What follows belongs to an exercise in optimizing a design on an open flow for small area, a short achievable clock period and few clock cycles; a production flow would make more cautious choices.
At most, simulation tests tie the RTL to the original design; equivalence was not proved.
No functional check of the RTL was part of runs 2 and 3.
Power is estimated from default activity; no workload was simulated.

[flow/config.mk]
export PLATFORM = sky130hd
export DESIGN_NAME = ung5_rxdec
export DESIGN_NICKNAME = ung5_rxdec
export VERILOG_FILES = /design/flow/design.v
export SDC_FILE = /design/flow/constraint.sdc
export NUM_CORES = 4
export LEC_CHECK = 0
export CAP_MARGIN = 20
export CORE_MARGIN = 2
export CORE_UTILIZATION = 30
export CTS_BUF_LIST = sky130_fd_sc_hd__clkbuf_4 sky130_fd_sc_hd__clkbuf_8
export PLACE_DENSITY = 0.5
export SETUP_SLACK_MARGIN = 2.5
export SLEW_MARGIN = 20
export SYNTH_HIERARCHICAL = 1
[flow/design.v]
module ung5_rx (
    input  wire        clk,
    input  wire        rst,
    input  wire        start,
    input  wire [7:0]  start_addr,
    input  wire [15:0] start_total,
    input  wire        rx_valid,
    input  wire [7:0]  rx_data,
    input  wire        tick,
    input  wire [5:0]  buf_idx,
    output wire [7:0]  buf_data,
    output reg  [1:0]  rx_state,
    output reg  [2:0]  rx_reason,
    output reg  [6:0]  rx_len,
    output wire        rx_ready,
    output wire        start_ok,
    output reg  [31:0] head,        
    output wire [31:0] tail,        
    output reg         last_fa,     
    output reg  [15:0] crc,         
    output wire        crc_ready,
    input  wire        dec_we,
    input  wire [3:0]  dec_err,
    output reg  [3:0]  err_code
);
    localparam ST_IDLE = 2'd0, ST_ACTIVE = 2'd1, ST_DONE = 2'd2;
    localparam R_NONE = 3'd0, R_TOTAL = 3'd1, R_SILENCE = 3'd2,
               R_STOP = 3'd3, R_NOISE = 3'd4, R_OVERFLOW = 3'd5;
    function [15:0] crc_step;
        input [15:0] c_in;
        input [7:0]  b;
        integer i;
        reg [15:0] c;
        begin
            c = c_in ^ {8'h00, b};
            for (i = 0; i < 8; i = i + 1)
                c = c[0] ? ((c >> 1) ^ 16'h8408) : (c >> 1);
            crc_step = c;
        end
    endfunction
    function [15:0] crc_unstep;
        input [15:0] c_in;
        input [7:0]  b;
        integer i;
        reg [15:0] c;
        begin
            c = c_in;
            for (i = 0; i < 8; i = i + 1)
                c = c[15] ? (((c ^ 16'h8408) << 1) | 16'h0001) : (c << 1);
            crc_unstep = c ^ {8'h00, b};
        end
    endfunction
    reg [511:0] sh;            
    reg [5:0]   q;             
    reg [7:0]   rx_addr;
    reg [15:0]  t_left;        
    reg [5:0]   t_sil;         
    reg         collapsed;     
    wire accept    = rx_valid && rx_ready;
    assign rx_ready = (rx_state == ST_ACTIVE);
    assign start_ok = start && !rx_ready &&
                      (start_total != 16'd0) && (start_total != 16'hFFFF);
    wire [23:0] lo_key, hi_key;
    wire [7:0]  lo_oh_a, lo_oh_b, hi_oh;
    ung5_rdkey u_rdkey (.q(q), .lo_key(lo_key), .hi_key(hi_key));
    ung5_rdlo  u_rdlo_a (.idx_lo(buf_idx[2:0]), .lo_key(lo_key), .lo_oh(lo_oh_a));
    ung5_rdlo  u_rdlo_b (.idx_lo(buf_idx[2:0]), .lo_key(lo_key), .lo_oh(lo_oh_b));
    ung5_rdhi  u_rdhi  (.idx(buf_idx), .q_lo(q[2:0]), .hi_key(hi_key), .hi_oh(hi_oh));
    ung5_rdmux u_rdmux (.sh(sh), .lo_oh_a(lo_oh_a), .lo_oh_b(lo_oh_b), .hi_oh(hi_oh),
                        .data(buf_data));
    assign tail = collapsed ? sh[72 +: 32] : sh[0 +: 32];
    assign crc_ready = !(collapsed && t_sil < 6'd8);
    wire [7:0] rw_byte = accept ? 8'hFA :
                         (t_sil == 6'd7) ? sh[79:72] :
                         (t_sil == 6'd3 || t_sil == 6'd6) ? 8'hFA :
                         (t_sil == 6'd1 || t_sil == 6'd4) ? 8'h81 : rx_addr;
    wire [15:0] crc_back = crc_unstep(crc, rw_byte);
    wire run_found = (rx_data == 8'h81) && (rx_len[6:3] != 4'd0) &&
                     (sh[7:0]   == rx_addr) && (sh[15:8]  == 8'hFA) &&
                     (sh[23:16] == 8'h81)   && (sh[31:24] == rx_addr) &&
                     (sh[39:32] == 8'hFA)   && (sh[47:40] == 8'h81) &&
                     (sh[55:48] == rx_addr) && (sh[63:56] == 8'hFA);
    wire [5:0] t_sil_n = t_sil + ((t_sil == 6'd63) ? 6'd0 : 6'd1);
    always @(posedge clk) begin
        if (accept)
            sh <= {sh[503:0], rx_data};
        if (accept && rx_len[6:2] == 5'd0)
            case (rx_len[1:0])
            2'd0: head[7:0]   <= rx_data;
            2'd1: head[15:8]  <= rx_data;
            2'd2: head[23:16] <= rx_data;
            default: head[31:24] <= rx_data;
            endcase
    end
    always @(posedge clk) begin
        if (rst) begin
            err_code  <= 4'd0;
            rx_state  <= ST_IDLE;
            rx_reason <= R_NONE;
            collapsed <= 1'b0;
            rx_len    <= 7'd0;
            q         <= 6'd63;
        end else if (start) begin
            if (rx_state == ST_ACTIVE) begin
                err_code <= 4'd7;                      
            end else if (!start_ok) begin
                err_code <= 4'd10;                     
            end else begin
                err_code  <= 4'd0;
                rx_state  <= ST_ACTIVE;
                rx_reason <= R_NONE;
                collapsed <= 1'b0;
                rx_len    <= 7'd0;
                    q         <= 6'd63;
                rx_addr   <= start_addr;
                t_left    <= start_total;
            end
        end else if (accept) begin
            err_code <= 4'd0;
            q        <= q + 6'd1;
            rx_len   <= rx_len + 7'd1;
            t_sil    <= 6'd0;
            last_fa  <= (rx_data == 8'hFA);
            crc      <= (rx_len == 7'd0) ? 16'h0000 : crc_step(crc, sh[7:0]);
            if (run_found) begin
                t_sil     <= 6'd1;
                crc       <= crc_back;
                rx_len    <= (rx_len == 7'd8) ? 7'd3 : rx_len - 7'd8;
                rx_state  <= ST_DONE;
                rx_reason <= R_NOISE;
                collapsed <= 1'b1;
                last_fa   <= (sh[71:64] == 8'hFA);       
            end else if (rx_len == 7'd63) begin
                rx_state  <= ST_DONE;
                rx_reason <= R_OVERFLOW;
                err_code  <= 4'd8;                     
            end
        end else if (tick && rx_ready) begin
            err_code <= 4'd0;
            t_sil    <= t_sil_n;
            t_left   <= t_left - 16'd1;
            if (t_left == 16'd0) begin
                rx_state  <= ST_DONE;
                rx_reason <= R_TOTAL;
            end else if (rx_len[6:3] != 4'd0 && last_fa && t_sil_n >= 6'd10) begin
                rx_state  <= ST_DONE;
                rx_reason <= R_STOP;
            end else if (rx_len != 7'd0 && t_sil_n >= 6'd50) begin
                rx_state  <= ST_DONE;
                rx_reason <= R_SILENCE;
            end
        end else begin
            if (dec_we)
                err_code <= dec_err;
            if (!crc_ready) begin
                t_sil <= t_sil + 6'd1;
                crc   <= crc_back;
            end
        end
    end
endmodule
module ung5_rdkey (
    input  wire [5:0]  q,
    output reg  [23:0] lo_key,
    output reg  [23:0] hi_key
);
    integer j;
    always @(*)
        for (j = 0; j < 8; j = j + 1) begin
            lo_key[3*j +: 3] = q[2:0] - j[2:0];
            hi_key[3*j +: 3] = q[5:3] - j[2:0];
        end
endmodule
module ung5_rdlo (
    input  wire [2:0]  idx_lo,
    input  wire [23:0] lo_key,
    output reg  [7:0]  lo_oh
);
    integer j;
    always @(*)
        for (j = 0; j < 8; j = j + 1)
            lo_oh[j] = (idx_lo == lo_key[3*j +: 3]);
endmodule
module ung5_rdhi (
    input  wire [5:0]  idx,
    input  wire [2:0]  q_lo,
    input  wire [23:0] hi_key,
    output reg  [7:0]  hi_oh
);
    wire bw = (idx[2:0] > q_lo);
    reg [7:0] eq;
    integer j;
    always @(*) begin
        for (j = 0; j < 8; j = j + 1)
            eq[j] = (idx[5:3] == hi_key[3*j +: 3]);
        for (j = 0; j < 8; j = j + 1)
            hi_oh[j] = bw ? eq[(j + 1) % 8] : eq[j];
    end
endmodule
module ung5_rdmux (
    input  wire [511:0] sh,
    input  wire [7:0]   lo_oh_a,
    input  wire [7:0]   lo_oh_b,
    input  wire [7:0]   hi_oh,
    output reg  [7:0]   data
);
    reg [63:0] grp;            
    reg [7:0]  lo_oh;
    integer g, k;
    always @(*) begin
        for (g = 0; g < 8; g = g + 1) begin
            lo_oh = (g < 4) ? lo_oh_a : lo_oh_b;
            grp[8*g +: 8] = 8'h00;
            for (k = 0; k < 8; k = k + 1)
                grp[8*g +: 8] = grp[8*g +: 8] | ({8{lo_oh[k]}} & sh[64*g + 8*k +: 8]);
        end
        data = 8'h00;
        for (g = 0; g < 8; g = g + 1)
            data = data | ({8{hi_oh[g]}} & grp[8*g +: 8]);
    end
endmodule
module ung5_dec (
    input  wire        clk,
    input  wire        rst,
    input  wire        dec_start,
    input  wire        clear,         
    input  wire [6:0]  n_bytes,       
    input  wire [31:0] head,          
    input  wire [31:0] tail,          
    input  wire        last_fa,       
    input  wire [15:0] crc,           
    input  wire        crc_ready,
    output reg         dec_valid,
    output reg  [1:0]  dec_kind,      
    output reg  [1:0]  dec_why,       
    output wire [1:0]  dec_class,     
    output wire [15:0] dec_crc,
    output reg         dec_etx_ok,
    output reg         dec_stop_ok,
    output wire        dec_addr_ok,
    output wire        err_we,
    output wire [3:0]  err_val
);
    function [15:0] crc_step;
        input [15:0] c_in;
        input [7:0]  b;
        integer i;
        reg [15:0] c;
        begin
            c = c_in ^ {8'h00, b};
            for (i = 0; i < 8; i = i + 1)
                c = c[0] ? ((c >> 1) ^ 16'h8408) : (c >> 1);
            crc_step = c;
        end
    endfunction
    reg pend;
    wire [7:0] b0 = head[7:0];
    wire [7:0] b1 = head[15:8];
    wire [7:0] b2 = head[23:16];
    wire [7:0] b3 = head[31:24];
    wire [7:0] t0 = tail[7:0];
    wire [7:0] t1 = tail[15:8];
    wire [7:0] t2 = tail[23:16];
    wire [7:0] t3 = tail[31:24];
    wire short   = (n_bytes == 7'd3);
    wire dclass  = (n_bytes >= 7'd7) && (b1[3:0] == 4'd4);
    wire two     = last_fa;                            
    wire span_bad = two && (n_bytes == 7'd7);          
    wire crc_bad = two ? (crc != crc_step(16'h0000, t1)) : (crc != 16'h0000);
    wire [6:0] n_6 = n_bytes - 7'd6;
    wire [6:0] n_7 = n_bytes - 7'd7;
    wire len_bad = (b2 == 8'h00) ||
                   (two ? (b2 != {1'b0, n_7}) : (b2 != {1'b0, n_6}));
    wire [1:0] kind = short ? 2'd0 :
                      (dclass && !span_bad && !crc_bad && !len_bad) ? 2'd1 : 2'd2;
    wire [1:0] why  = !dclass ? 2'd0 : span_bad ? 2'd1 : crc_bad ? 2'd2 : 2'd3;
    assign dec_class = (b1[3:0] == 4'd1) ? 2'd1 :
                       (b1[3:0] == 4'd2) ? 2'd2 :
                       (b1[3:0] == 4'd3) ? 2'd3 : 2'd0;
    assign dec_crc     = two ? {t2, t3} : {t1, t2};
    wire etx_ok  = (two ? t1 : t0) == 8'h03;
    wire stop_ok = short ? (b2 == 8'hFA) : two;
    assign dec_addr_ok = (b0 >= 8'h50) && (b0 <= 8'h6F);
    wire fin = (dec_start || pend) && crc_ready;
    assign err_we  = fin;
    assign err_val = (kind == 2'd2) ? 4'd4 : 4'd0;
    always @(posedge clk)
        if (fin) begin
            dec_kind    <= kind;
            dec_why     <= why;
            dec_etx_ok  <= etx_ok;
            dec_stop_ok <= stop_ok;
        end
    always @(posedge clk) begin
        if (rst || clear) begin
            dec_valid <= 1'b0;
            pend      <= 1'b0;
        end else if (dec_start) begin
            dec_valid <= crc_ready;
            pend      <= !crc_ready;
        end else if (fin) begin
            dec_valid <= 1'b1;
            pend      <= 1'b0;
        end
    end
endmodule
module ung5_rxdec (
    input  wire        clk,
    input  wire        rst,
    input  wire        start,
    input  wire [7:0]  start_addr,
    input  wire [15:0] start_total,
    input  wire        rx_valid,
    input  wire [7:0]  rx_data,
    output wire        rx_ready,
    input  wire        tick,
    input  wire        dec_start,
    input  wire [5:0]  buf_idx,
    output wire [7:0]  buf_data,
    output wire [1:0]  rx_state,
    output wire [2:0]  rx_reason,
    output wire [6:0]  rx_len,
    output wire [3:0]  err_code,
    output wire        dec_valid,
    output wire [1:0]  dec_kind,
    output wire [1:0]  dec_why,
    output wire [1:0]  dec_class,
    output wire [7:0]  dec_addr,
    output wire [7:0]  dec_ctrl,
    output wire [7:0]  dec_length,
    output wire [7:0]  dec_opc,
    output wire [15:0] dec_crc,
    output wire        dec_etx_ok,
    output wire        dec_stop_ok,
    output wire        dec_addr_ok
);
    wire [31:0] head, tail;
    wire [15:0] crc;
    wire        crc_ready, start_ok, last_fa;
    wire        dec_we;
    wire [3:0]  dec_err;
    ung5_rx u_rx (
        .clk(clk), .rst(rst),
        .start(start), .start_addr(start_addr), .start_total(start_total),
        .rx_valid(rx_valid), .rx_data(rx_data), .tick(tick),
        .buf_idx(buf_idx), .buf_data(buf_data),
        .rx_state(rx_state), .rx_reason(rx_reason), .rx_len(rx_len),
        .rx_ready(rx_ready), .start_ok(start_ok),
        .head(head), .tail(tail), .last_fa(last_fa),
        .crc(crc), .crc_ready(crc_ready),
        .dec_we(dec_we), .dec_err(dec_err), .err_code(err_code)
    );
    ung5_dec u_dec (
        .clk(clk), .rst(rst),
        .dec_start(dec_start), .clear(start_ok),
        .n_bytes(rx_len), .head(head), .tail(tail), .last_fa(last_fa),
        .crc(crc), .crc_ready(crc_ready),
        .dec_valid(dec_valid), .dec_kind(dec_kind), .dec_why(dec_why),
        .dec_class(dec_class), .dec_crc(dec_crc),
        .dec_etx_ok(dec_etx_ok), .dec_stop_ok(dec_stop_ok),
        .dec_addr_ok(dec_addr_ok),
        .err_we(dec_we), .err_val(dec_err)
    );
    assign dec_addr   = head[7:0];
    assign dec_ctrl   = head[15:8];
    assign dec_length = head[23:16];
    assign dec_opc    = head[31:24];
endmodule
[flow/flow/run.sh]
#!/bin/bash
# The standard layout (the standard.sh: standard synthesis, floorplan,
# placement, CTS, routing), with every input and output port buffered by
# sky130_fd_sc_hd__buf_2 instead of the cell buffer_ports picks by itself,
# and clock tree synthesis without dummy loads.
# make's full output goes to flow_make.log here; ORFS keeps each step's log
# under orfs/logs/.
set -euo pipefail
export BUFFER_PORTS_ARGS="-buffer_cell sky130_fd_sc_hd__buf_2"
export CTS_ARGS="-sink_clustering_enable -repair_clock_nets -dont_use_dummy_load -buf_list {sky130_fd_sc_hd__clkbuf_4 sky130_fd_sc_hd__clkbuf_8}"
bash standard.sh > flow_make.log 2>&1
[flow/standard.sh]
#!/bin/bash
# synth_recipe.tcl (not shown) runs the flow's synth.tcl, then flattens the netlist and writes it again
# the make line also repeats each setting of config.mk as NAME=value (left out here)
make -C /OpenROAD-flow-scripts/flow DESIGN_CONFIG=/design/flow/config.mk WORK_HOME=/design/flow/orfs CLKGATE_MAP_FILE= SYNTH_SCRIPT=/design/flow/synth_recipe.tcl "${@:-finish}"
[flow/constraint.sdc]
create_clock -name core_clock -period 7.5 [get_ports {clk}]
set_input_delay 1.5000 -clock core_clock [delete_from_list [all_inputs] [get_ports {clk}]]
set_output_delay 1.5000 -clock core_clock [all_outputs]
set_load 0.01 [all_outputs]
==> results of run 1 <==
==> flip-flops by register name (all words and copies together) (netlist names), 6 cells and up <==
| register | flops |
|---|---|
| u_rx.sh | 512 |
| u_rx.head | 32 |
| u_rx.rx_addr | 8 |
| u_rx.q | 6 |
| u_rx.t_sil | 6 |
| u_rx.rx_len | 7 |
| u_rx.t_left | 16 |
| u_rx.crc | 16 |
==> logic make-up (layout without fill, tap and decap cells) <==
family	count (synthesis)	count (layout)
flip-flops	622	622
AO/OA/AOI/OAI	452	452
AND/OR/NAND/NOR	408	408
XOR/XNOR	174	174
buffers and inverters	168	334
multiplexers	67	67
adder cells (fa/ha/maj)	23	23
other	1	3
==> worst paths after layout <==
path | startpoint | slack [ns] | endpoint | depth (start not counted)
max | buf_idx[1] | 2.50 | buf_data[6] | 11
min | u_rx.sh[269] | 0.39 | u_rx.sh[277] | 0
max reg2reg | u_rx.collapsed | 3.81 | u_rx.err_code[2] | 10
min reg2reg | u_rx.sh[269] | 0.39 | u_rx.sh[277] | 0
==> per-layer routing <==
layer	vias to the layer above	share of wire
met5	-	0
met1	8938	0.44
met4	0	0.025
met3	158	0.064
li1	7868	-
met2	729	0.47
==> cell usage in the layout, fill, tap and decap left out, types with 8 or more instances in the layout <==
master | netlist | final
sky130_fd_sc_hd__o21ai_0 | 53 | 53
sky130_fd_sc_hd__nand2_1 | 71 | 71
sky130_fd_sc_hd__edfxtp_1 | 597 | 597
sky130_fd_sc_hd__a211oi_1 | 11 | 11
sky130_fd_sc_hd__o22ai_1 | 9 | 9
sky130_fd_sc_hd__a22oi_1 | 278 | 265
sky130_fd_sc_hd__xnor2_1 | 77 | 76
sky130_fd_sc_hd__mux2_2 | 51 | 51
sky130_fd_sc_hd__clkbuf_8 | 1 | 106
sky130_fd_sc_hd__nand3_1 | 34 | 34
sky130_fd_sc_hd__nor4_1 | 23 | 23
sky130_fd_sc_hd__nand2b_1 | 8 | 8
sky130_fd_sc_hd__buf_6 | 13 | 12
sky130_fd_sc_hd__and3_1 | 10 | 10
sky130_fd_sc_hd__nand4b_1 | 9 | 9
sky130_fd_sc_hd__mux2i_4 | 0 | 8
sky130_fd_sc_hd__a22oi_2 | 10 | 23
sky130_fd_sc_hd__xor2_1 | 94 | 66
sky130_fd_sc_hd__ha_1 | 23 | 19
sky130_fd_sc_hd__buf_2 | 49 | 123
sky130_fd_sc_hd__xor2_2 | 1 | 29
sky130_fd_sc_hd__inv_1 | 38 | 35
sky130_fd_sc_hd__dfxtp_1 | 25 | 21
sky130_fd_sc_hd__nand4_1 | 87 | 87
sky130_fd_sc_hd__nor3_4 | 0 | 16
sky130_fd_sc_hd__or3_1 | 15 | 15
sky130_fd_sc_hd__nor2_1 | 45 | 45
sky130_fd_sc_hd__buf_12 | 0 | 12
sky130_fd_sc_hd__a21oi_1 | 26 | 26
sky130_fd_sc_hd__buf_4 | 32 | 36
sky130_fd_sc_hd__nor3_1 | 31 | 30
==> report_power, final <==
group          switching, mW  leakage [nW]  total (mW)  internal, mW
combinational          0.574          3.81       0.896         0.322
sequential             0.113          5.32        4.10          3.98
clock                   1.24         0.762        2.48          1.23
total                   1.93          9.89        7.47          5.54
==> synthesized netlist by cell type, types with 4 or more instances <==
library cell,count
sky130_fd_sc_hd__a211oi_1,11
sky130_fd_sc_hd__a21oi_1,26
sky130_fd_sc_hd__a22oi_1,278
sky130_fd_sc_hd__a22oi_2,10
sky130_fd_sc_hd__a311oi_1,4
sky130_fd_sc_hd__a31oi_1,7
sky130_fd_sc_hd__and2_1,5
sky130_fd_sc_hd__and3_1,10
sky130_fd_sc_hd__buf_1,6
sky130_fd_sc_hd__buf_2,49
sky130_fd_sc_hd__buf_4,32
sky130_fd_sc_hd__buf_6,13
sky130_fd_sc_hd__clkbuf_1,27
sky130_fd_sc_hd__dfxtp_1,25
sky130_fd_sc_hd__edfxtp_1,597
sky130_fd_sc_hd__ha_1,23
sky130_fd_sc_hd__inv_1,38
sky130_fd_sc_hd__mux2_2,51
sky130_fd_sc_hd__mux2i_1,14
sky130_fd_sc_hd__nand2_1,71
sky130_fd_sc_hd__nand2b_1,8
sky130_fd_sc_hd__nand3_1,34
sky130_fd_sc_hd__nand4_1,87
sky130_fd_sc_hd__nand4b_1,9
sky130_fd_sc_hd__nor2_1,45
sky130_fd_sc_hd__nor2b_1,5
sky130_fd_sc_hd__nor3_1,31
sky130_fd_sc_hd__nor3_2,17
sky130_fd_sc_hd__nor3b_1,6
sky130_fd_sc_hd__nor4_1,23
sky130_fd_sc_hd__nor4bb_1,4
sky130_fd_sc_hd__o211ai_1,6
sky130_fd_sc_hd__o21ai_0,53
sky130_fd_sc_hd__o22ai_1,9
sky130_fd_sc_hd__o31ai_1,4
sky130_fd_sc_hd__or3_1,15
sky130_fd_sc_hd__or4_1,4
sky130_fd_sc_hd__or4bb_1,6
sky130_fd_sc_hd__xnor2_1,77
sky130_fd_sc_hd__xor2_1,94
==> through the flow <==
step	instances	worst slack [ns]	util
floorplan	1917	2.59	-
global placement	3129	1.63	0.321
detailed placement	3129	1.57	0.321
CTS	3268	2.50	0.345
global route	3269	2.38	0.348
finish	3269	2.50	0.348
==> cell type report <==
| class | instances | area share |
|---|---|---|
| Sequential cell | 622 | 0.578 |
| Multi-Input combinational cell | 1127 | 0.280 |
| Tap cell | 1186 | 0.0465 |
| Clock buffer | 106 | 0.0458 |
| Timing Repair Buffer | 189 | 0.0443 |
| Inverter | 39 | 0.00514 |
==> worst register-to-register path: cells and delay by family, from the launching register on <==
family          cells  cell delay, ns
buf+inv             1            0.42
compound gates      4            0.83
flops               1            0.37
xor+xnor            2            0.49
simple gates        2            0.93
mux                 1            0.53
==> Yosys stat by module, one instance, submodules excluded, excerpt <==
module / flops+latches / cell area, um2 / cells
ung5_rx: 614 / 22000 / 1175
ung5_rdmux: 0 / 2960 / 416
ung5_dec: 8 / 1310 / 149
ung5_rdhi: 0 / 442 / 53
ung5_rdkey: 0 / 403 / 52
ung5_rdlo: 0 / 324 / 35
==> repair_timing <==
item / CTS / global route
cloned: 2 / 0
pin swaps: 14 / 14
hold endpoints to repair: 0 / 0
setup buffers: 31 / 1
hold buffers: 0 / 0
gates resized for setup: 64 / 41
setup endpoints to repair: 8 / 8
==> summary.md, run 1 <==
| Metric | Value |
|---|---|
| Outcome | `timing/DRC/antenna clean` |
| Total DRC errors in the routed layout | `0` |
| Area fraction of the dominant cell type after synthesis | `0.647` |
| Final RePlAce weighted congestion | `0.854` |
| Synth Area in Simple Gates | `0.0888` |
| Met1 Use GR | `0.215` |
| Setup repair after global routing missed its margin | `yes` |
| Largest net degree at the start of global routing | `167` |
| H-tree depth reported by CTS | `3` |
| Iter 0 DRT Violations | `1694` |
| CTS tree | `built` |
| Yosys synthesis warning count | `12` |
| Dominant combinational cell family by area after synthesis | `compound AO/OA/AOI/OAI gates` |
| Global-route track usage on met2 | `0.254` |
| Portion of netlist area occupied by mux cells | `0.0267` |
| Max-slew violations | `0` |
| Core ar. | `91700 um2` |
| Width of the die | `308 um` |
| Die area | `94800 um2` |
| Fraction of layout instances using a drive strength above 1 | `0.224` |
| I/O pin total | `127` |
| Data required time of the critical path | `6.00 ns` |
| Detail-routed via count per cell | `5.41` |
| Post-synthesis sequential element count | `622` |
| Cell variety after synth | `95` |
| Worst-path clk slew | `0.06 ns` |
| Sequential cell area | `18400 um2` |
| Xor and xnor area share after synthesis | `0.0563` |
| Number of inserted diodes | `0` |
| Hold slack final | `0.386 ns` |
| Row count | `111` |
| Number of nets in the final layout | `2152` |
| Data arrival, critical path | `3.50 ns` |
| Top flip-flop cell by instance count after synthesis | `sky130_fd_sc_hd__edfxtp_1` |
| Buf/Inv on CP | `4` |
| Max VDD drop | `132 uV` |
| Setup TNS | `0 ns` |
| Largest stage delay on the critical path | `0.28 ns` |
| Type of the worst min-delay path | `reg -> reg` |
| Initial Util | `0.302` |
| Mapped Area | `27700 um2` |
| Area of the multi-input gates | `8920 um2` |
| Wire length of the first global-routing pass | `115 mm` |
| Fill count | `8807` |
| Total Power Consumption | `7.47 mW` |
| Vias after detailed routing | `17693` |
| Number of sinks on the clock net | `622` |
| Portion of the post-synthesis area used by sequential elements | `0.665` |
| Clock root buffer | `sky130_fd_sc_hd__clkbuf_8` |
| Slowest CP cell | `sky130_fd_sc_hd__a22oi_2` |
| Area growth syn-to-layout | `15.0%` |
| Initial antenna violation count | `3` |
| Count of nets left with antenna violations after detail routing | `0` |
| Total wirelength of the detailed-routed design | `76.5 mm` |
| Highest clock frequency the design can meet | `200 MHz` |
| Placement Cell Area | `29400 um2` |
| Final period utilization | `0.667` |
| Die Y-Extent | `308 um` |
| Crit path time final | `5.00 ns` |
| Start-to-end type of the worst setup path | `in -> out` |
| Post-detailed-route wirelength per cell | `23.4 um` |
| Most used cell along the critical path | `sky130_fd_sc_hd__buf_12` |
| Number of global-route vias before repair | `18025` |
| Number of buffers between clock root and the deepest sink | `3` |
| Final Setup Violations | `0` |
| Total grt overflow | `0` |
| Top delay family on crit path | `buffers and inverters` |
| Number of enable-type register cells in the synthesized netlist | `597` |
| Max-cap violations | `0` |
| I/O Buffers | `126` |
| Clock buffer count from CTS | `106` |
| Capturing element type of the critical path | `primary output` |
| Share of the synthesized area in compound gates (AO/OA/AOI/OAI) | `0.120` |
| Detailed Place HPWL | `48.2 mm` |
| DR pass1 iterations | `5` |
| Slew at the pin closest to its max-slew limit | `0.975 ns` |
| CP Cell Sequence | `buf_16 -> ha_4 -> and2b_1 -> o21ai_2 -> a32oi_4 -> buf_12 -> mux2i_4 -> buf_12 -> a22oi_2 -> nand4_1 -> buf_2` |
| Max FO, Critical Path | `8` |
| Cell Pwr Density | `234 nW/um2` |
| Post-Synth Adder-Cell Area | `0.0104` |
| Library cell with the largest summed area after synthesis | `sky130_fd_sc_hd__edfxtp_1` |
| Cell count after synthesis | `1915` |
| FFs w/ async S/R, synth | `0` |
| LEAKAGE | `9.89 nW` |
| Final count of hold timing violations | `0` |
| Met3 capacity usage during global routing | `0.0305` |
| Startpoint class of the critical path | `input port` |
| Final setup skew | `0.0860 ns` |
| Clock insertion delay at the later pin of the skew report | `0.74 ns` |
| Mean area per synthesized cell | `14.5 um2` |
| Total routing usage reported by global routing | `0.158` |
| Post-route standard cell area excluding fillers | `31900 um2` |
| Layer carrying the most global-route usage | `met2` |
| Dominant cells by area after synthesis | `sky130_fd_sc_hd__edfxtp_1 65%, sky130_fd_sc_hd__a22oi_1 7.5%, sky130_fd_sc_hd__xor2_1 3.0%` |
| Relative slew slack | `0.346` |
Testbench counts, summed over its fixed seeds: cycles 28,368.
==> run 2: changes to the inputs <==
--- a/flow/design.v
+++ b/flow/design.v
@@ -52,3 +52,3 @@
     endfunction
-    reg [511:0] sh;            
+    reg [479:0] sh;            
     reg [5:0]   q;             
@@ -68,3 +68,4 @@
     ung5_rdhi  u_rdhi  (.idx(buf_idx), .q_lo(q[2:0]), .hi_key(hi_key), .hi_oh(hi_oh));
-    ung5_rdmux u_rdmux (.sh(sh), .lo_oh_a(lo_oh_a), .lo_oh_b(lo_oh_b), .hi_oh(hi_oh),
+    ung5_rdmux u_rdmux (.sh(sh), .head(head), .idx(buf_idx),
+                        .lo_oh_a(lo_oh_a), .lo_oh_b(lo_oh_b), .hi_oh(hi_oh),
                         .data(buf_data));
@@ -85,3 +86,3 @@
         if (accept)
-            sh <= {sh[503:0], rx_data};
+            sh <= {sh[471:0], rx_data};
         if (accept && rx_len[6:2] == 5'd0)
@@ -200,3 +201,5 @@
 module ung5_rdmux (
-    input  wire [511:0] sh,
+    input  wire [479:0] sh,
+    input  wire [31:0]  head,
+    input  wire [5:0]   idx,
     input  wire [7:0]   lo_oh_a,
@@ -206,2 +209,3 @@
 );
+    wire hsel = (idx[5:2] == 4'd0);
     reg [63:0] grp;            
@@ -210,3 +214,3 @@
     always @(*) begin
-        for (g = 0; g < 8; g = g + 1) begin
+        for (g = 0; g < 7; g = g + 1) begin
             lo_oh = (g < 4) ? lo_oh_a : lo_oh_b;
@@ -216,5 +220,11 @@
         end
+        grp[63:56] = 8'h00;
+        for (k = 0; k < 4; k = k + 1)
+            grp[63:56] = grp[63:56] |
+                         ({8{lo_oh_b[k] & !hsel}} & sh[448 + 8*k +: 8]) |
+                         ({8{hsel && idx[1:0] == k[1:0]}} & head[8*k +: 8]);
         data = 8'h00;
-        for (g = 0; g < 8; g = g + 1)
-            data = data | ({8{hi_oh[g]}} & grp[8*g +: 8]);
+        for (g = 0; g < 7; g = g + 1)
+            data = data | ({8{hi_oh[g] & !hsel}} & grp[8*g +: 8]);
+        data = data | ({8{hi_oh[7] | hsel}} & grp[63:56]);
     end
==> summary.md, run 2 <==
| Metric | Value |
|---|---|
| Outcome | `timing/DRC/antenna clean` |
| Top Registers | `u_rx.sh (480), u_rx.head (32)` |
| Crit path time final | `5.19 ns` |
| Core ar. | `88000 um2` |
| Cell Pwr Density | `239 nW/um2` |
| Top flip-flop cell by instance count after synthesis | `sky130_fd_sc_hd__edfxtp_1` |
| Setup TNS | `0 ns` |
| Dominant cells by area after synthesis | `sky130_fd_sc_hd__edfxtp_1 64%, sky130_fd_sc_hd__a22oi_1 7.4%, sky130_fd_sc_hd__xnor2_1 2.9%` |
| Setup repair after global routing missed its margin | `yes` |
| Clock buffer count from CTS | `95` |
| Highest clock frequency the design can meet | `193 MHz` |
| Initial Util | `0.302` |
| Data required time of the critical path | `6.00 ns` |
| Cell count after synthesis | `1859` |
| Max VDD drop | `182 uV` |
| Clock root buffer | `sky130_fd_sc_hd__clkbuf_8` |
| Most used standard cells in the synthesized netlist | `565 x sky130_fd_sc_hd__edfxtp_1, 260 x sky130_fd_sc_hd__a22oi_1, 89 x sky130_fd_sc_hd__xnor2_1` |
| Number of sinks on the clock net | `590` |
| Post-synthesis sequential element count | `590` |
| Number of cells in the design after placement | `3048` |
| Data arrival, critical path | `3.69 ns` |
| Total routing usage reported by global routing | `0.168` |
| Final setup skew | `0.0884 ns` |
| Relative slew slack | `0.258` |
| CTS tree | `built` |
| Start-to-end type of the worst setup path | `in -> out` |
| Largest net degree at the start of global routing | `177` |
| Number of buffers inserted for hold repair after clock tree synthesis | `0` |
| Mapped Area | `26500 um2` |
| Total DRC errors in the routed layout | `0` |
| Total grt overflow | `0` |
| Largest reg by FF count | `u_rx.sh` |
| Die Y-Extent | `301 um` |
| Hold slack final | `0.402 ns` |
| I/O Buffers | `126` |
| Width of the die | `301 um` |
| Die area | `90900 um2` |
| Yosys synthesis warning count | `12` |
| Library cell with the largest summed area after synthesis | `sky130_fd_sc_hd__edfxtp_1` |
| Number of buffers between clock root and the deepest sink | `3` |
| Detailed Place HPWL | `49.9 mm` |
| Cell variety after synth | `88` |
| LEAKAGE | `9.77 nW` |
| Pre-CTS setup slack | `1.37 ns` |
| Worst-path clk slew | `0.06 ns` |
| Capturing element type of the critical path | `primary output` |
| Cells on Worst Hold Path | `0` |
| Top library cells by usage in the layout, fill and taps aside | `565 x sky130_fd_sc_hd__edfxtp_1, 242 x sky130_fd_sc_hd__a22oi_1, 120 x sky130_fd_sc_hd__buf_2` |
| Total wirelength of the detailed-routed design | `77.5 mm` |
| Area growth syn-to-layout | `17.7%` |
| Clock insertion delay at the later pin of the skew report | `0.72 ns` |
| H-tree depth reported by CTS | `3` |
| DR pass1 iterations | `7` |
| Number of non-filler instances in the completed layout | `3195` |
| Initial antenna violation count | `4` |
| Max-slew violations | `0` |
| Detail-routed via count per cell | `5.39` |
| Final Setup Violations | `0` |
| I/O pin total | `127` |
| Post-route setup slack | `2.31 ns` |
| Cell with the most instances after synthesis | `sky130_fd_sc_hd__edfxtp_1` |
| Type of the worst min-delay path | `reg -> reg` |
| Number of flip-flops in the largest register | `480` |
| Number of global-route vias before repair | `17290` |
| Register-to-Register Path Depth | `10` |
| Area fraction of the dominant cell type after synthesis | `0.639` |
| Final RePlAce weighted congestion | `0.821` |
| Vias after detailed routing | `17236` |
| Iter 0 DRT Violations | `1627` |
| Count of nets left with antenna violations after detail routing | `0` |
| Leading cell type in the layout, fill and taps excluded | `sky130_fd_sc_hd__edfxtp_1` |
| Slew at the pin closest to its max-slew limit | `1.11 ns` |
| Fraction of layout instances using a drive strength above 1 | `0.248` |
| Number of nets in the final layout | `2098` |
| Wire length of the first global-routing pass | `115 mm` |
| Mean area per synthesized cell | `14.3 um2` |
| Max FO, Critical Path | `12` |
| Row count | `109` |
| Portion of the post-synthesis area used by sequential elements | `0.658` |
| Max-cap violations | `0` |
| Final count of hold timing violations | `0` |
| Number of enable-type register cells in the synthesized netlist | `565` |
| Post-detailed-route wirelength per cell | `24.3 um` |
| Total Power Consumption | `7.48 mW` |
| FFs w/ async S/R, synth | `0` |
| Final period utilization | `0.692` |
| Startpoint class of the critical path | `input port` |
[run 2: layout make-up]
class	count	area, um2
clock buffers	95	1310
multi-input cells	1103	9160
flip-flops and latches	590	17500
inverters	36	153
diodes	2	5.00
fillers	8438	56700
repair buffers	204	1660
well taps	1165	1460
[run 2: routing by layer]
metal,wire length (um),global-route usage,share of wire
met4,1870,0.0473,0.024
met2,36700,0.268,0.47
met3,5050,0.0376,0.065
met1,33900,0.228,0.44
met5,13,0,0.00017
[run 2: final timing paths]
path,to,slack [ns],from
max,buf_data[1],2.31,buf_idx[1]
min,u_rx.sh[128],0.40,u_rx.sh[120]
max reg2reg,u_rx.rx_reason[2],3.55,u_rx.rx_len[3]
min reg2reg,u_rx.sh[128],0.40,u_rx.sh[120]
[run 2: stage by stage]
stage / instance area, um2 / util
final: 31200 / 0.355
after floorplan: 26600 / -
after detailed placement: 28300 / 0.321
after global routing: 31200 / 0.355
after global placement: 28300 / 0.321
after CTS: 30800 / 0.350
[run 2: power breakdown]
group	internal, mW	switching, mW	leakage (nW)
Sequential	3.78	0.116	5.13
Clock	1.11	1.17	0.683
Combinational	0.491	0.806	3.96
[run 2: cells by family (layout without fill, tap and decap cells)]
group	Yosys count	in the layout	share of synthesized area
AND/OR/NAND/NOR	398	400	0.0869
buffers and inverters	170	335	0.0328
multiplexers	76	76	0.0349
flip-flops	590	590	0.658
adder cells (fa/ha/maj)	24	24	0.0113
AO/OA/AOI/OAI	426	426	0.117
XOR/XNOR	174	174	0.0588
other	1	5	0.000141
[run 2: timing repair]
action,in CTS,in global routing
cloned,6,3
buffers inserted,26,15
hold endpoints to repair,0,0
pin swaps,16,31
endpoints found under the setup margin,8,8
resized for setup,132,50
[run 2: critical path, stage by stage]
cell and delay (ns):
sky130_fd_sc_hd__bufbuf_16 0.28, sky130_fd_sc_hd__xor2_2 0.22, sky130_fd_sc_hd__nor3_4 0.08, sky130_fd_sc_hd__buf_4 0.21, sky130_fd_sc_hd__a22oi_1 0.17, sky130_fd_sc_hd__nand4_1 0.26
sky130_fd_sc_hd__a222oi_1 0.36, sky130_fd_sc_hd__nand3_1 0.13, sky130_fd_sc_hd__a211o_1 0.31, sky130_fd_sc_hd__buf_2 0.16
[run 2: modules after synthesis (local to each module, per instance), excerpt]
| module | flops+latches | times used | cells | area (um2) |
|---|---|---|---|---|
| ung5_rdlo | 0 | 2 | 35 | 324 |
| ung5_dec | 8 | 1 | 149 | 1310 |
| ung5_rdhi | 0 | 1 | 53 | 442 |
| ung5_rdmux | 0 | 1 | 423 | 3040 |
| ung5_rdkey | 0 | 1 | 52 | 403 |
| ung5_rx | 582 | 1 | 1112 | 20700 |
==> run 3: changes to the inputs <==
--- a/flow/flow/run.sh
+++ b/flow/flow/run.sh
@@ -9,3 +9,3 @@
 export BUFFER_PORTS_ARGS="-buffer_cell sky130_fd_sc_hd__buf_2"
-export CTS_ARGS="-sink_clustering_enable -repair_clock_nets -dont_use_dummy_load -buf_list {sky130_fd_sc_hd__clkbuf_4 sky130_fd_sc_hd__clkbuf_8}"
+export CTS_ARGS="-sink_clustering_enable -repair_clock_nets -dont_use_dummy_load -sink_clustering_size 24 -sink_clustering_max_diameter 60 -buf_list {sky130_fd_sc_hd__clkbuf_16}"
 bash standard.sh > flow_make.log 2>&1
==> summary.md, run 3 <==
| Metric | Value |
|---|---|
| Number of global-route vias before repair | `16853` |
| Data arrival, critical path | `3.65 ns` |
| Number of flip-flops in the largest register | `480` |
| Die area | `90900 um2` |
| Wire length of the first global-routing pass | `113 mm` |
| Start point of the critical path | `buf_idx[1]` |
| Worst R2R Start | `u_rx.rx_len[3]` |
| Top flip-flop cell by instance count after synthesis | `sky130_fd_sc_hd__edfxtp_1` |
| Die Y-Extent | `301 um` |
| Outcome | `timing/DRC/antenna clean` |
| Pre-CTS setup slack | `1.37 ns` |
| Number of enable-type register cells in the synthesized netlist | `565` |
| Most used standard cells in the synthesized netlist | `565 x sky130_fd_sc_hd__edfxtp_1, 260 x sky130_fd_sc_hd__a22oi_1, 89 x sky130_fd_sc_hd__xnor2_1` |
| Yosys synthesis warning count | `12` |
| Highest clock frequency the design can meet | `194 MHz` |
| Number of nets in the final layout | `2041` |
| Crit path time final | `5.15 ns` |
| Portion of the post-synthesis area used by sequential elements | `0.658` |
| Number of buffers between clock root and the deepest sink | `3` |
| Max VDD drop | `154 uV` |
| Relative slew slack | `0.273` |
| Clock root buffer | `sky130_fd_sc_hd__clkbuf_16` |
| Total wirelength of the detailed-routed design | `76.2 mm` |
| Cell Pwr Density | `234 nW/um2` |
| Library cell with the largest summed area after synthesis | `sky130_fd_sc_hd__edfxtp_1` |
| Clock buffer count from CTS | `41` |
| Mapped Area | `26500 um2` |
| Iter 0 DRT Violations | `1655` |
| Slew at the pin closest to its max-slew limit | `1.09 ns` |
| Total grt overflow | `0` |
| Number of buffers inserted for hold repair after clock tree synthesis | `0` |
| Total Power Consumption | `7.21 mW` |
| Row count | `109` |
| Final setup skew | `0.0777 ns` |
| Post-detailed-route wirelength per cell | `24.3 um` |
| Area growth syn-to-layout | `16.3%` |
| Top library cells by usage in the layout, fill and taps aside | `565 x sky130_fd_sc_hd__edfxtp_1, 250 x sky130_fd_sc_hd__a22oi_1, 120 x sky130_fd_sc_hd__buf_2` |
| Post-synthesis sequential element count | `590` |
| Start-to-end type of the worst setup path | `in -> out` |
| Detail-routed via count per cell | `5.37` |
| Setup repair after global routing missed its margin | `yes` |
| Startpoint class of the critical path | `input port` |
| Worst setup path endpoint | `buf_data[1]` |
| Core ar. | `88000 um2` |
| Top Registers | `u_rx.sh (480), u_rx.head (32)` |
| Total DRC errors in the routed layout | `0` |
| Detailed Place HPWL | `49.9 mm` |
| R2R Setup Slk | `3.53 ns` |
| Cell variety after synth | `88` |
| Initial Util | `0.302` |
| Area fraction of the dominant cell type after synthesis | `0.639` |
| Cell with the most instances after synthesis | `sky130_fd_sc_hd__edfxtp_1` |
| Fraction of layout instances using a drive strength above 1 | `0.218` |
| Final Setup Violations | `0` |
| Post-route setup slack | `2.35 ns` |
| Setup TNS | `0 ns` |
| Cell count after synthesis | `1859` |
| FFs w/ async S/R, synth | `0` |
| Largest net degree at the start of global routing | `177` |
| H-tree depth reported by CTS | `2` |
| Max-cap violations | `0` |
| Leading cell type in the layout, fill and taps excluded | `sky130_fd_sc_hd__edfxtp_1` |
| DR pass1 iterations | `6` |
| I/O Buffers | `126` |
| Total routing usage reported by global routing | `0.164` |
| Largest reg by FF count | `u_rx.sh` |
| Mean area per synthesized cell | `14.3 um2` |
| Type of the worst min-delay path | `reg -> reg` |
| Number of sinks on the clock net | `590` |
| Width of the die | `301 um` |
| Initial antenna violation count | `1` |
| Vias after detailed routing | `16843` |
| Worst-path clk slew | `0.07 ns` |
| Final count of hold timing violations | `0` |
| Clock insertion delay at the later pin of the skew report | `0.61 ns` |
| Max FO, Critical Path | `32` |
| CTS tree | `built` |
| Dominant cells by area after synthesis | `sky130_fd_sc_hd__edfxtp_1 64%, sky130_fd_sc_hd__a22oi_1 7.4%, sky130_fd_sc_hd__xnor2_1 2.9%` |
| I/O pin total | `127` |
| RR Endpoint | `u_rx.rx_reason[2]` |
| Register-to-Register Path Depth | `10` |
| Final RePlAce weighted congestion | `0.821` |
| LEAKAGE | `9.57 nW` |
| Share of the core filled with cells in the final layout | `0.351` |
| Data required time of the critical path | `6.00 ns` |
| Capturing element type of the critical path | `primary output` |
| Final period utilization | `0.687` |
| Count of nets left with antenna violations after detail routing | `0` |
| Max-slew violations | `0` |
==> run 3: cell counts after synthesis <==
Identical to the previous run, type by type.
==> run 3: cells by family (layout without fill, tap and decap cells) <==
logic type	Yosys count	in the layout	share of synthesized area
muxes	76	76	0.0349
xor gates and xnor gates	174	174	0.0588
other	1	4	0.000141
DFF	590	590	0.658
adders and majority gates	24	24	0.0113
buffers and inverters	170	278	0.0328
AOI/OAI and AO/OA	426	426	0.117
and+or+nand+nor	398	400	0.0869
==> run 3: modules after synthesis (local to each module, per instance), excerpt <==
module	cell area, um2	cells inside	flip-flops and latches	copies in the design
ung5_rdlo	324	35	0	2
ung5_rdhi	442	53	0	1
ung5_dec	1310	149	8	1
ung5_rdmux	3040	423	0	1
ung5_rdkey	403	52	0	1
ung5_rx	20700	1112	582	1
==> run 3: power breakdown <==
| part | switching (mW) | leakage [nW] | internal [mW] | total (mW) |
|---|---|---|---|---|
| combinational | 0.798 | 3.94 | 0.485 | 1.28 |
| clock | 1.07 | 0.505 | 0.969 | 2.04 |
| sequential | 0.115 | 5.13 | 3.77 | 3.89 |
==> run 3: repair_timing <==
action | CTS | global route
resized for setup | 124 | 40
pin swaps | 15 | 23
cloned | 6 | 3
buffers inserted | 27 | 10
endpoints found under the setup margin | 8 | 8
endpoints found under the hold margin | 0 | 0
==> run 3: routing by layer <==
layer / vias to the layer above / routed length, um / track usage
met3: 93 / 4240 / 0.0254
met2: 564 / 36000 / 0.266
met5: - / 0 / 0
li1: 7507 / - / -
met1: 8679 / 34100 / 0.228
met4: 0 / 1890 / 0.0421
==> run 3: layout make-up <==
class / instances / area, um2
inverter: 36 / 150
tap: 1165 / 1460
clock buffer: 41 / 1030
sequential: 590 / 17500
antenna: 1 / 2.50
fill: 8453 / 57100
multi-input combinational: 1103 / 9100
timing repair buffer: 201 / 1660
==> run 3: how the worst min path moves through the flow <==
stage          slack, ns           end  cells after the start    startpoint
6_report            0.39  u_rx.sh[117]                      0  u_rx.sh[109]
3_5_place_dp        0.43  u_rx.sh[404]                      0  u_rx.sh[396]
3_3_place_gp        0.43  u_rx.sh[299]                      0  u_rx.sh[291]
5_1_grt             0.40  u_rx.sh[127]                      0  u_rx.sh[119]
2_1_floorplan       0.43  u_rx.sh[457]                      0  u_rx.sh[449]
4_1_cts             0.38  u_rx.sh[117]                      0  u_rx.sh[109]
==> run 3: worst max-delay path, stage by stage <==
cell and delay (ns):
sky130_fd_sc_hd__bufbuf_16 0.28, sky130_fd_sc_hd__xor2_4 0.19, sky130_fd_sc_hd__nor3_4 0.07, sky130_fd_sc_hd__buf_12 0.18, sky130_fd_sc_hd__a22oi_1 0.21, sky130_fd_sc_hd__nand4_1 0.25, sky130_fd_sc_hd__a222oi_1 0.34, sky130_fd_sc_hd__nand3_1 0.13
sky130_fd_sc_hd__a211o_1 0.31, sky130_fd_sc_hd__buf_2 0.16
==> run 3: per-stage QoR <==
| step | hold WS [ns] | cell area (um2) | cells |
|---|---|---|---|
| CTS | 0.385 | 30400 | 3122 |
| detailed placement | 0.434 | 28300 | 3048 |
| floorplan | 0.427 | 26600 | 1861 |
| finish | 0.389 | 30900 | 3137 |
| global route | 0.399 | 30900 | 3136 |
| global placement | 0.430 | 28300 | 3048 |
==> run 4: changes to the inputs <==
--- a/flow/design.v
+++ b/flow/design.v
@@ -20,3 +20,2 @@
     output reg  [15:0] crc,         
-    output wire        crc_ready,
     input  wire        dec_we,
@@ -40,14 +39,2 @@
     endfunction
-    function [15:0] crc_unstep;
-        input [15:0] c_in;
-        input [7:0]  b;
-        integer i;
-        reg [15:0] c;
-        begin
-            c = c_in;
-            for (i = 0; i < 8; i = i + 1)
-                c = c[15] ? (((c ^ 16'h8408) << 1) | 16'h0001) : (c << 1);
-            crc_unstep = c ^ {8'h00, b};
-        end
-    endfunction
     reg [479:0] sh;            
@@ -57,2 +44,3 @@
     reg [5:0]   t_sil;         
+    reg [15:0]  crc_lag;       
     reg         collapsed;     
@@ -72,8 +60,2 @@
     assign tail = collapsed ? sh[72 +: 32] : sh[0 +: 32];
-    assign crc_ready = !(collapsed && t_sil < 6'd8);
-    wire [7:0] rw_byte = accept ? 8'hFA :
-                         (t_sil == 6'd7) ? sh[79:72] :
-                         (t_sil == 6'd3 || t_sil == 6'd6) ? 8'hFA :
-                         (t_sil == 6'd1 || t_sil == 6'd4) ? 8'h81 : rx_addr;
-    wire [15:0] crc_back = crc_unstep(crc, rw_byte);
     wire run_found = (rx_data == 8'h81) && (rx_len[6:3] != 4'd0) &&
@@ -125,5 +107,5 @@
             crc      <= (rx_len == 7'd0) ? 16'h0000 : crc_step(crc, sh[7:0]);
+            crc_lag  <= (rx_len < 7'd9) ? 16'h0000 : crc_step(crc_lag, sh[71:64]);
             if (run_found) begin
-                t_sil     <= 6'd1;
-                crc       <= crc_back;
+                crc       <= crc_lag;            
                 rx_len    <= (rx_len == 7'd8) ? 7'd3 : rx_len - 7'd8;
@@ -155,6 +137,2 @@
                 err_code <= dec_err;
-            if (!crc_ready) begin
-                t_sil <= t_sil + 6'd1;
-                crc   <= crc_back;
-            end
         end
@@ -241,3 +219,2 @@
     input  wire [15:0] crc,           
-    input  wire        crc_ready,
     output reg         dec_valid,
@@ -265,3 +242,2 @@
     endfunction
-    reg pend;
     wire [7:0] b0 = head[7:0];
@@ -293,3 +269,3 @@
     assign dec_addr_ok = (b0 >= 8'h50) && (b0 <= 8'h6F);
-    wire fin = (dec_start || pend) && crc_ready;
+    wire fin = dec_start;
     assign err_we  = fin;
@@ -304,12 +280,6 @@
     always @(posedge clk) begin
-        if (rst || clear) begin
+        if (rst || clear)
             dec_valid <= 1'b0;
-            pend      <= 1'b0;
-        end else if (dec_start) begin
-            dec_valid <= crc_ready;
-            pend      <= !crc_ready;
-        end else if (fin) begin
+        else if (dec_start)
             dec_valid <= 1'b1;
-            pend      <= 1'b0;
-        end
     end
@@ -348,3 +318,3 @@
     wire [15:0] crc;
-    wire        crc_ready, start_ok, last_fa;
+    wire        start_ok, last_fa;
     wire        dec_we;
@@ -359,3 +329,3 @@
         .head(head), .tail(tail), .last_fa(last_fa),
-        .crc(crc), .crc_ready(crc_ready),
+        .crc(crc),
         .dec_we(dec_we), .dec_err(dec_err), .err_code(err_code)
@@ -366,3 +336,3 @@
         .n_bytes(rx_len), .head(head), .tail(tail), .last_fa(last_fa),
-        .crc(crc), .crc_ready(crc_ready),
+        .crc(crc),
         .dec_valid(dec_valid), .dec_kind(dec_kind), .dec_why(dec_why),
--- a/flow/config.mk
+++ b/flow/config.mk
@@ -12,3 +12,3 @@
 export PLACE_DENSITY = 0.5
-export SETUP_SLACK_MARGIN = 2.5
+export SETUP_SLACK_MARGIN = 2.0
 export SLEW_MARGIN = 20
==> summary.md, run 4 <==
| Metric | Value |
|---|---|
| Portion of total power attributed to sequential cells | `0.567` |
| Area fraction of the dominant cell type after synthesis | `0.651` |
| Mapped Area | `26800 um2` |
| Detailed Place HPWL | `51.4 mm` |
| Register-to-Register Path Depth | `11` |
| Internal power of the cells | `5.20 mW` |
| Comb pwr share | `0.136` |
| Area of the multi-input gates | `8420 um2` |
| WL met2 | `36.7 mm` |
| Wl on met1 | `34.0 mm` |
| Setup repair after global routing missed its margin | `no` |
| Die area | `91700 um2` |
| Max FO, Critical Path | `25` |
| Number of enable-type register cells in the synthesized netlist | `581` |
| DR pass1 iterations | `7` |
| Top flip-flop cell by instance count after synthesis | `sky130_fd_sc_hd__edfxtp_1` |
| Dominant cells by area after synthesis | `sky130_fd_sc_hd__edfxtp_1 65%, sky130_fd_sc_hd__a22oi_1 7.2%, sky130_fd_sc_hd__xnor2_1 3.1%` |
| Largest reg by FF count | `u_rx.sh` |
| Portion of the post-synthesis area used by sequential elements | `0.669` |
| Crit path time final | `5.39 ns` |
| Clock buffer count from CTS | `42` |
| Final count of hold timing violations | `0` |
| Start point of the critical path | `buf_idx[1]` |
| Width of the die | `303 um` |
| I/O pin total | `127` |
| Total routing usage reported by global routing | `0.163` |
| Cell variety after synth | `84` |
| Cell with the most instances after synthesis | `sky130_fd_sc_hd__edfxtp_1` |
| Data required time of the critical path | `6.00 ns` |
| Relative slew slack | `0.228` |
| LEAKAGE | `9.34 nW` |
| Setup TNS | `0 ns` |
| Final RePlAce weighted congestion | `0.859` |
| Total DRC errors in the routed layout | `0` |
| Outcome | `timing/DRC/antenna clean` |
| Cell Pwr Density | `233 nW/um2` |
| Total wirelength of the detailed-routed design | `76.3 mm` |
| Number of global-route vias before repair | `16665` |
| Area growth syn-to-layout | `12.8%` |
| Largest stage delay on the critical path | `0.40 ns` |
| Sequential cell area | `17900 um2` |
| Fill count | `8493` |
| Max-cap violations | `0` |
| Origin of the worst min-delay path | `u_rx.sh[165]` |
| Switching power of the nets | `1.84 mW` |
| Count of nets left with antenna violations after detail routing | `0` |
| Number of non-filler instances in the completed layout | `3100` |
| Clock root buffer | `sky130_fd_sc_hd__clkbuf_16` |
| Number of buffers inserted for hold repair after clock tree synthesis | `0` |
| Top Registers | `u_rx.sh (480), u_rx.head (32)` |
| Number of nets in the final layout | `2002` |
| Number of cells in the design after placement | `3031` |
| FFs w/ async S/R, synth | `0` |
| Post-detailed-route wirelength per cell | `24.6 um` |
| Wire length of the first global-routing pass | `113 mm` |
| Slew at the pin closest to its max-slew limit | `1.16 ns` |
| Highest clock frequency the design can meet | `186 MHz` |
| Max VDD drop | `142 uV` |
| I/O Buffers | `126` |
| Leading cell type in the layout, fill and taps excluded | `sky130_fd_sc_hd__edfxtp_1` |
| Largest net degree at the start of global routing | `195` |
| Detail-routed via count per cell | `5.42` |
| Startpoint class of the critical path | `input port` |
| Worst R2R Start | `u_rx.collapsed` |
| Data arrival, critical path | `3.89 ns` |
| Hold Path Sink | `u_rx.sh[173]` |
| Switching part of the total power | `0.261` |
| Clock insertion delay at the later pin of the skew report | `0.63 ns` |
| Yosys synthesis warning count | `12` |
| Final setup skew | `0.0722 ns` |
| Clock group share of total power | `0.297` |
| Number of flip-flops in the largest register | `480` |
| Max-slew violations | `0` |
| Number of sinks on the clock net | `605` |
| Met3 layer wire length in the routed design | `4.16 mm` |
| Post-synthesis sequential element count | `605` |
| Cells on Worst Hold Path | `0` |
| Capturing element type of the critical path | `primary output` |
| Top sig layer | `met4` |
| Mean area per synthesized cell | `14.6 um2` |
| Most used standard cells in the synthesized netlist | `581 x sky130_fd_sc_hd__edfxtp_1, 258 x sky130_fd_sc_hd__a22oi_1, 95 x sky130_fd_sc_hd__xnor2_1` |
| H-tree depth reported by CTS | `2` |
| Library cell with the largest summed area after synthesis | `sky130_fd_sc_hd__edfxtp_1` |
| R2R Setup Slk | `4.05 ns` |
| CP Cell Sequence | `buf_16 -> ha_4 -> and2b_1 -> o21ai_2 -> a32oi_4 -> buf_12 -> mux2i_1 -> nor2b_2 -> a22oi_1 -> and3_1 -> nand2_1 -> buf_2` |
| Row count | `109` |
| Fraction of layout instances using a drive strength above 1 | `0.182` |
| CTS tree | `built` |
| Number of buffers between clock root and the deepest sink | `3` |
| Core ar. | `88500 um2` |
| Top library cells by usage in the layout, fill and taps aside | `581 x sky130_fd_sc_hd__edfxtp_1, 257 x sky130_fd_sc_hd__a22oi_1, 123 x sky130_fd_sc_hd__buf_2` |
| Final period utilization | `0.718` |
| Cell count after synthesis | `1831` |
| Worst-path clk slew | `0.10 ns` |
| Vias after detailed routing | `16791` |
| Die Y-Extent | `303 um` |
| Final Setup Violations | `0` |
| Slowest CP cell | `sky130_fd_sc_hd__nor2b_2` |
| Type of the worst min-delay path | `reg -> reg` |
| Total grt overflow | `0` |
| Iter 0 DRT Violations | `1620` |
| Initial Util | `0.303` |
| Number of inserted diodes | `0` |
| RR Endpoint | `u_rx.err_code[2]` |
| Initial antenna violation count | `1` |
| Start-to-end type of the worst setup path | `in -> out` |
[run 4: layout make-up]
type                    instances  share of cell area
clock buffers                  42              0.0348
well taps                    1165              0.0482
inverters                      29             0.00484
multi-input cells            1078               0.279
flip-flops and latches        605               0.593
repair buffers                181              0.0403
[run 4: worst max path at each step]
stage and end:
2_1_floorplan u_rx.rx_reason[0], 3_3_place_gp buf_data[3], 3_5_place_dp buf_data[3], 4_1_cts buf_data[1], 5_1_grt buf_data[1], 6_report buf_data[3]
[run 4: modules after synthesis, one instance, submodules excluded, excerpt]
| module | flops+latches | copies in the design | cells | cell area (um2) |
|---|---|---|---|---|
| ung5_rdkey | 0 | 1 | 52 | 403 |
| ung5_rdmux | 0 | 1 | 423 | 3040 |
| ung5_dec | 7 | 1 | 141 | 1220 |
| ung5_rdhi | 0 | 1 | 53 | 442 |
| ung5_rx | 598 | 1 | 1092 | 21000 |
| ung5_rdlo | 0 | 2 | 35 | 324 |
[run 4: logic make-up (layout without fill, tap and decap cells)]
group                    count (synthesis)  after routing  synth area share
flip-flops                             605            605             0.669
XOR/XNOR                               182            182            0.0600
AO/OA/AOI/OAI                          381            381             0.104
AND/OR/NAND/NOR                        415            418            0.0928
multiplexers                            73             73            0.0335
other                                    1              3          0.000140
adder cells (fa/ha/maj)                 21             21           0.00981
buffers and inverters                  153            252            0.0306
[run 4: routing by layer]
layer,GRT usage,up-vias
met4,0.0362,0
met2,0.270,605
met3,0.0211,90
met1,0.229,8699
met5,0,-
li1,-,7397
[run 4: what timing repair did]
action                     4_1_cts  5_1_grt
pin swaps                        8        9
buffers inserted                10       14
resized for setup               24       35
gates cloned                     2        1
setup endpoints to repair        8        8
[run 4: per-stage QoR]
stage / area, um2 / setup slack, ns / hold slack (ns) / power (mW) / utilization
after floorplan: 26800 / 2.08 / 0.427 / 4.61 / -
after global placement: 28500 / 1.38 / 0.430 / 4.96 / 0.323
after detailed placement: 28600 / 1.31 / 0.433 / 4.97 / 0.323
after CTS: 29900 / 2.00 / 0.404 / 7.08 / 0.337
after global routing: 30200 / 2.00 / 0.415 / 7.30 / 0.341
final: 30200 / 2.11 / 0.411 / 7.04 / 0.341
[run 4: power groups by stage]
stage	logic [mW]	clock network (mW)	registers, mW
finish	0.956	2.09	3.99
global route	1.04	2.26	4.01
CTS	0.940	2.15	3.99
detailed placement	0.908	0	4.06
global placement	0.898	0	4.06
floorplan	0.593	0	4.02
[run 4: critical path: cells and delay by family]
family,cells,cell delay (ns)
multiplexers,1,0.17
AO/OA/AOI/OAI,3,0.52
adder cells (fa/ha/maj),1,0.31
AND/OR/NAND/NOR,4,0.88
buffers and inverters,3,0.47
Testbench counts of run 4, summed over its fixed seeds: cycles 27,745.
==> run 5: changes to the inputs <==
--- a/flow/config.mk
+++ b/flow/config.mk
@@ -12,3 +12,3 @@
 export PLACE_DENSITY = 0.5
-export SETUP_SLACK_MARGIN = 2.0
+export SETUP_SLACK_MARGIN = 2.5
 export SLEW_MARGIN = 20
==> summary.md, run 5 <==
| Metric | Value |
|---|---|
| Core ar. | `88500 um2` |
| Top library cells by usage in the layout, fill and taps aside | `581 x sky130_fd_sc_hd__edfxtp_1, 244 x sky130_fd_sc_hd__a22oi_1, 120 x sky130_fd_sc_hd__buf_2` |
| Initial Util | `0.303` |
| CTS tree | `built` |
| Most used standard cells in the synthesized netlist | `581 x sky130_fd_sc_hd__edfxtp_1, 258 x sky130_fd_sc_hd__a22oi_1, 95 x sky130_fd_sc_hd__xnor2_1` |
| H-tree depth reported by CTS | `2` |
| Type of the worst min-delay path | `reg -> reg` |
| Number of nets in the final layout | `2012` |
| Die area | `91700 um2` |
| Final RePlAce weighted congestion | `0.872` |
| Worst R2R Start | `u_rx.collapsed` |
| Yosys synthesis warning count | `12` |
| R2R Setup Slk | `4.07 ns` |
| Leading cell type in the layout, fill and taps excluded | `sky130_fd_sc_hd__edfxtp_1` |
| Number of buffers between clock root and the deepest sink | `3` |
| Clock buffer count from CTS | `41` |
| Vias after detailed routing | `16968` |
| Top Registers | `u_rx.sh (480), u_rx.head (32)` |
| Clock root buffer | `sky130_fd_sc_hd__clkbuf_16` |
| Portion of the post-synthesis area used by sequential elements | `0.669` |
| DR pass1 iterations | `22` |
| LEAKAGE | `9.54 nW` |
| Row count | `109` |
| Top flip-flop cell by instance count after synthesis | `sky130_fd_sc_hd__edfxtp_1` |
| Final count of hold timing violations | `0` |
| Mean area per synthesized cell | `14.6 um2` |
| I/O Buffers | `126` |
| Clock insertion delay at the later pin of the skew report | `0.60 ns` |
| Total DRC errors in the routed layout | `0` |
| Total Power Consumption | `7.08 mW` |
| Max FO, Critical Path | `16` |
| Final setup skew | `0.0568 ns` |
| RR Endpoint | `u_rx.err_code[2]` |
| Total wirelength of the detailed-routed design | `77.3 mm` |
| Startpoint class of the critical path | `input port` |
| Cell count after synthesis | `1831` |
| Largest net degree at the start of global routing | `177` |
| Outcome | `timing/DRC/antenna clean` |
| Final Setup Violations | `0` |
| Area fraction of the dominant cell type after synthesis | `0.651` |
| Highest clock frequency the design can meet | `192 MHz` |
| Iter 0 DRT Violations | `1843` |
| Detail-routed via count per cell | `5.46` |
| Max-slew violations | `0` |
| I/O pin total | `127` |
| Data required time of the critical path | `6.00 ns` |
| Fraction of layout instances using a drive strength above 1 | `0.214` |
| Final period utilization | `0.693` |
| Library cell with the largest summed area after synthesis | `sky130_fd_sc_hd__edfxtp_1` |
| Cell variety after synth | `84` |
| Crit path time final | `5.20 ns` |
| Initial antenna violation count | `3` |
| Dominant cells by area after synthesis | `sky130_fd_sc_hd__edfxtp_1 65%, sky130_fd_sc_hd__a22oi_1 7.2%, sky130_fd_sc_hd__xnor2_1 3.1%` |
| Count of nets left with antenna violations after detail routing | `0` |
| Setup TNS | `0 ns` |
| Largest reg by FF count | `u_rx.sh` |
| Total grt overflow | `0` |
| Area growth syn-to-layout | `15.3%` |
| Post-synthesis sequential element count | `605` |
| Start point of the critical path | `buf_idx[0]` |
| Worst setup path endpoint | `buf_data[1]` |
| Setup repair after global routing missed its margin | `yes` |
| Detailed Place HPWL | `51.0 mm` |
| Capturing element type of the critical path | `primary output` |
| Max VDD drop | `152 uV` |
| Data arrival, critical path | `3.70 ns` |
| Die Y-Extent | `303 um` |
| Number of flip-flops in the largest register | `480` |
| FFs w/ async S/R, synth | `0` |
| Relative slew slack | `0.319` |
| Post-detailed-route wirelength per cell | `24.8 um` |
| Number of enable-type register cells in the synthesized netlist | `581` |
| Number of buffers inserted for hold repair after clock tree synthesis | `0` |
| Mapped Area | `26800 um2` |
| Number of global-route vias before repair | `16590` |
| Register-to-Register Path Depth | `11` |
| Slew at the pin closest to its max-slew limit | `1.02 ns` |
| Wire length of the first global-routing pass | `113 mm` |
| Worst-path clk slew | `0.08 ns` |
| Max-cap violations | `0` |
| Number of inserted diodes | `0` |
| Cell with the most instances after synthesis | `sky130_fd_sc_hd__edfxtp_1` |
| Cell Pwr Density | `229 nW/um2` |
| Number of sinks on the clock net | `605` |
| Total routing usage reported by global routing | `0.164` |
| Start-to-end type of the worst setup path | `in -> out` |
| Width of the die | `303 um` |
## run 5: worst min-delay path by stage
stage	end	startpoint	cells after the start	slack (ns)
6_report	u_rx.sh[124]	u_rx.sh[116]	0	0.41
5_1_grt	u_rx.sh[124]	u_rx.sh[116]	0	0.42
4_1_cts	u_rx.sh[124]	u_rx.sh[116]	0	0.41
3_5_place_dp	u_rx.sh[330]	u_rx.sh[322]	0	0.43
3_3_place_gp	u_rx.sh[174]	u_rx.sh[166]	0	0.43
2_1_floorplan	u_rx.sh[457]	u_rx.sh[449]	0	0.43
## run 5: timing repair
item | 4_1_cts | 5_1_grt
gates resized for setup | 113 | 36
buffers inserted | 27 | 6
cloned | 4 | 2
endpoints found under the hold margin | 0 | 0
pin swaps | 23 | 13
endpoints found under the setup margin | 8 | 8
## run 5: layer usage
layer	part of all wire	vias to the layer above	track usage	wire length [um]
met3	0.064	113	0.0238	4960
met2	0.48	741	0.265	36800
li1	-	7401	-	-
met4	0.020	4	0.0374	1580
met1	0.44	8709	0.233	33900
met5	0.00035	-	0	27
## run 5: area by class of cell
type	count	area (um2)
clock buffer	41	1030
tap	1165	1460
timing repair buffer	195	1550
inverter	29	146
multi-input combinational	1075	8770
fill	8480	57600
sequential	605	17900
## run 5: critical path: stages
cell and delay [ns]:
sky130_fd_sc_hd__bufbuf_16 0.28, sky130_fd_sc_hd__xor2_4 0.19, sky130_fd_sc_hd__nor3_4 0.09, sky130_fd_sc_hd__buf_12 0.17
sky130_fd_sc_hd__a22oi_2 0.20, sky130_fd_sc_hd__nand4_1 0.32, sky130_fd_sc_hd__a222oi_1 0.32, sky130_fd_sc_hd__nand3_1 0.12
sky130_fd_sc_hd__a211o_1 0.31, sky130_fd_sc_hd__buf_2 0.17
## run 5: cell families after synthesis
kind of cell	share of synthesized area
xor+xnor	0.0600
mux	0.0335
simple gates	0.0928
fa+ha+maj	0.00981
flops	0.669
compound gates	0.104
buf+inv	0.0306
other cells	0.000140
## run 5: report_power, final
| part | switching [mW] | internal (mW) |
|---|---|---|
| Combinational | 0.647 | 0.388 |
| Clock | 1.08 | 0.970 |
| Sequential | 0.123 | 3.87 |
| Total | 1.85 | 5.23 |
## run 5: metrics by stage
step                      utilization  instance area, um2  setup slack (ns)  std cells  hold slack (ns)
after global placement          0.322               28500              1.35       3029            0.431
after global routing            0.349               30900              2.23       3110            0.424
after CTS                       0.345               30600              2.33       3102            0.407
after floorplan                     -               26800              2.60       1833            0.427
after detailed placement        0.323               28500              1.34       3030            0.434
final                           0.349               30900              2.30       3110            0.410
## run 5: per-module statistics from Yosys, one instance, submodules excluded, excerpt
module,cells,copies in the design
ung5_rdkey,52,1
ung5_rdlo,35,2
ung5_dec,141,1
ung5_rdhi,53,1
ung5_rx,1092,1
ung5_rdmux,423,1

[re-timing with driven ports]
No port has a modelled driver above. Below, the same layouts with a new extraction and two added sets of constraints.
Step 1 (the two cells are an assumption about what drives the block):
set clk [get_ports {clk}]
set_driving_cell -lib_cell sky130_fd_sc_hd__clkbuf_16 $clk
set_driving_cell -lib_cell sky130_fd_sc_hd__buf_2 [delete_from_list [all_inputs] $clk]
Step 2 moves the port delays by t, midway between the first and last clock arrival at a register: inputs arrive t later, outputs are due t later. That takes back most of the time a late clock gives input paths.
Three values: no drivers, after step 1, after step 2; two values: the first two.
| run | t, ns | setup slack, ns | latest minus earliest clock arrival (ns) | slew at the worst register clock pin (ns) |
|---|---|---|---|---|
| run 1 | 0.737 | 2.498 / 2.392 / 2.392 | 0.130 / 0.131 | 0.07 / 0.07 |
| run 2 | 0.740 | 2.313 / 2.107 / 2.107 | 0.104 / 0.103 | 0.07 / 0.07 |
| run 3 | 0.636 | 2.346 / 2.123 / 2.123 | 0.084 / 0.084 | 0.10 / 0.10 |
| run 4 | 0.641 | 2.113 / 2.047 / 2.047 | 0.102 / 0.103 | 0.10 / 0.10 |
| run 5 | 0.630 | 2.300 / 2.103 / 2.103 | 0.071 / 0.072 | 0.09 / 0.09 |
After both steps every run listed still meets setup and hold. The setup slack of run 3, which loses most, moves by -0.223 ns with the drivers and by -0.223 ns with both steps.
